From an optimization exercise on the open Yosys and OpenROAD flow, aimed at small area, a short achievable clock period and few clock cycles; shortcuts taken in it are not production practice.
Only simulation tests tie the RTL to the original design; equivalence was not proved.
No activity file was given, so power comes from the tool's default toggle rates.

==> run a <==
## fex_core
module fex_core (
    input  wire        clk,
    input  wire        rst,
    output reg         mem_valid,
    output reg         mem_we,
    output wire [15:0] mem_addr,
    output wire [3:0]  mem_bank,
    output reg  [7:0]  mem_wdata,
    input  wire        mem_ready,
    input  wire [7:0]  mem_rdata,
    output wire        in_ready,
    input  wire        in_valid,
    input  wire [7:0]  in_data,
    input  wire        in_end,
    output wire        out_valid,
    output wire [7:0]  out_data,
    output wire        halted,
    output reg  [1:0]  fault,
    input  wire [2:0]  dbg_sel,
    output wire [15:0] dbg_data
);
==> flow/config.mk <==
export PLATFORM = sky130hd
export DESIGN_NAME = fex_core
export DESIGN_NICKNAME = fex_core
export VERILOG_FILES = /design/flow/design.v
export SDC_FILE = /design/flow/constraint.sdc
export NUM_CORES = 4
export LEC_CHECK = 0
export CAP_MARGIN = 20
export CORE_MARGIN = 2
export CORE_UTILIZATION = 40
export CTS_BUF_LIST = sky130_fd_sc_hd__clkbuf_4 sky130_fd_sc_hd__clkbuf_8
export SETUP_SLACK_MARGIN = 3.5
export SLEW_MARGIN = 20
==> flow/constraint.sdc <==
create_clock -name core_clock -period 8.0 [get_ports {clk}]
set_input_delay 1.6000 -clock core_clock [delete_from_list [all_inputs] [get_ports {clk}]]
set_output_delay 1.6000 -clock core_clock [all_outputs]
set_load 0.01 [all_outputs]
run.sh (not shown) runs the stock make flow with config.mk's settings and CLKGATE_MAP_FILE= SYNTH_SCRIPT=/design/flow/synth_recipe.tcl, a recipe that flattens the netlist after the stock synthesis.
==> inputs of run b, as changes to run a <==
--- a/flow/design.v
+++ b/flow/design.v
@@ -179,14 +179,12 @@
     wire st_s4 = (state == S_S4);
     wire [15:0] ax = st_md ? {rem[14:0], c_div & quo[15]} : quo;
     wire        asub = c_sub;
     wire [15:0] ay = (c_mul & st_md) ? (quo[15] ? bw : 16'd0) : (c_sub ? ~bw : bw);
     wire [16:0] asum = {1'b0, ax} + {1'b0, ay} + {16'd0, asub};
     wire        div_ge = rem[15] | asum[16];
-    wire b_zero  = (bw == 16'd0);
-    wire md_skip = b_zero | ((rd == 8'd0) & (quo[7:0] == 8'd0));
     wire lo_eq  = (quo[7:0] == bw[7:0]);
     wire lo_gt  = (quo[7:0] > bw[7:0]);
     wire cmp_eq = (rd == bw[15:8]) & lo_eq;
     wire cmp_gt = (rd > bw[15:8]) | ((rd == bw[15:8]) & lo_gt);
     reg [15:0] res;
     always @(*) begin
@@ -347,13 +345,13 @@
             end
             S_S4: if (mem_ready) begin
                 if (o_cmp) begin
                     ad_src = 3'd2; ip_nip = 1'b1; nstate = S_F0;
                 end else begin
                     ad_src = 3'd4;
-                    nstate = ((o_mul | o_div) & ~md_skip) ? S_MD : S_S5;
+                    nstate = (o_mul | o_div) ? S_MD : S_S5;
                 end
             end
             S_MD: if (cnt == 4'd15) nstate = S_S5;
             S_S5: if (mem_ready) begin
                 ad_src = 3'd1; nstate = S_S6;
             end
@@ -423,13 +421,13 @@
             wd <= o_sta ? ra[7:0] : o_stb ? rb[7:0] : rf[7:0];
         else if (state == S_W1 && (mem_ready || ad[15]))
             wd <= rf[15:8];
         else if (state == S_S2)
             wd <= ~bw[7:0];                        
         else if (st_s4)
-            wd <= (c_mul | c_div) ? {8{c_div & b_zero}} : res[7:0];
+            wd <= res[7:0];
         else if (state == S_S5 && mem_ready)
             wd <= res[15:8];
         else if (st_md)
             wd <= c_div ? {quo[6:0], div_ge} : asum[7:0];
         if (state == S_F0 && mem_ready) begin
             opi   <= rd_mod;
@@ -447,16 +445,13 @@
         if (st_md) begin
             rem <= (c_mul | div_ge) ? asum[15:0] : ax;
             quo <= {quo[14:0], c_div & div_ge};
             cnt <= cnt + 4'd1;
         end else begin
             if (mem_ready && (state == S_S3)) quo[7:0] <= rd;
-            if (mem_ready && st_s4) begin
-                if (c_div & b_zero) quo <= 16'hFFFF;
-                else quo[15:8] <= rd;
-            end
+            if (mem_ready && st_s4) quo[15:8] <= rd;
             if (st_s4) begin
                 rem <= 16'd0;
                 cnt <= 4'd0;
             end
         end
     end
==> flow/config.mk (replaced) <==
export PLATFORM = sky130hd
export DESIGN_NAME = fex_core
export DESIGN_NICKNAME = fex_core
export VERILOG_FILES = /design/flow/design.v
export SDC_FILE = /design/flow/constraint.sdc
export NUM_CORES = 4
export LEC_CHECK = 0
export CAP_MARGIN = 20
export CORE_MARGIN = 2
export CORE_UTILIZATION = 40
export SLEW_MARGIN = 20
==> inputs of run c, as changes to run a <==
==> flow/config.mk (replaced) <==
export PLATFORM = sky130hd
export DESIGN_NAME = fex_core
export DESIGN_NICKNAME = fex_core
export VERILOG_FILES = /design/flow/design.v
export SDC_FILE = /design/flow/constraint.sdc
export NUM_CORES = 4
export LEC_CHECK = 0
export CAP_MARGIN = 20
export CORE_MARGIN = 2
export CORE_UTILIZATION = 60
export PLACE_DENSITY = 0.75
export SETUP_SLACK_MARGIN = 3.5
export SLEW_MARGIN = 20
==> summary of the runs <==
Of run b and run a, run a has the higher count of clock-buffer cells in the layout (gap 19).
Between run b and run a, the lower combinational power is in run b (gap about 20%, measured against run a).
Core utilization, highest first: run c, run a, run b.
In sequential cell count, run a and run c do not differ.
Sequential share of layout area: run b is higher than run a (1.9 points).
Against run c, the critical path depth of run b is lower by 10.
In sequential power, run b and run a hardly differ.
==> figures <==
Critical Path Max Stage Delay: run c 0.45 ns; run b 0.98 ns; run a 0.31 ns
CTS-repair resized insts: run c 160; run b 0; run a 164
Count of standard-cell rows: run c 62; run b 76; run a 77
Status: run c no timing/DRC/antenna violations; run b no timing/DRC/antenna violations; run a no timing/DRC/antenna violations
Share of final-layout standard cells stronger than drive strength 1: run c 0.146; run b 0.0734; run a 0.156
Worst path setup slack after routing: run c 3.38 ns; run b 1.58 ns; run a 3.50 ns
Hold WS: run c 0.468 ns; run b 0.459 ns; run a 0.457 ns
Number of non-clock inverters in the layout: run c 78; run b 73; run a 78
Critical setup path kind: run c reg2reg; run b in2out; run a in2out
Vias per inst: run c 7.49; run b 6.52; run a 6.62
Clock transition at the register clock pins on the worst setup and hold paths after CTS: run c 0.07 ns; run b 0.06 ns; run a 0.06 ns
Kind of capture point of the worst setup path: run c flop; run b output pin; run a output pin
Compound-gate portion of the synthesized area: run c 0.266; run b 0.264; run a 0.266
Wire length reported by the detailed router: run c 80.7 mm; run b 77.5 mm; run a 83.0 mm
Initial standard-cell utilization of the core: run c 0.613; run b 0.406; run a 0.403
Testbench counts of run a, summed over its fixed seeds: cycles 145,563.
Testbench counts of run b, summed over its fixed seeds: cycles 151,979.
Testbench counts of run c, summed over its fixed seeds: cycles 145,563.

-- re-timing with driven ports --
Ports are ideal in the flow. The routed layouts listed here were re-timed in OpenROAD. Step 1 sets driving cells, clkbuf_16 on the clock port and buf_2 on the other inputs (assumed; they add their load-dependent delay and slew). Step 2 moves the port delays by t, midway between the first and last clock arrival at a register: inputs arrive t later, outputs are due t later. That takes back most of the time a late clock gives input paths. Slacks: ideal / step 1 / step 2; pairs: ideal / step 1.
run | t, ns | setup slack, ns | worst slew at a driven data input, ns
run a | 0.653 | 3.503 / 3.391 / 2.931 | 0.15
run b | 0.647 | 1.584 / 1.559 / 1.559 | 0.04
run c | 0.596 | 3.377 / 3.288 / 2.928 | 0.14
After both steps setup and hold are still met in every run listed. The setup slack of run a, which loses most, moves by -0.112 ns with the drivers and by -0.572 ns with both steps.
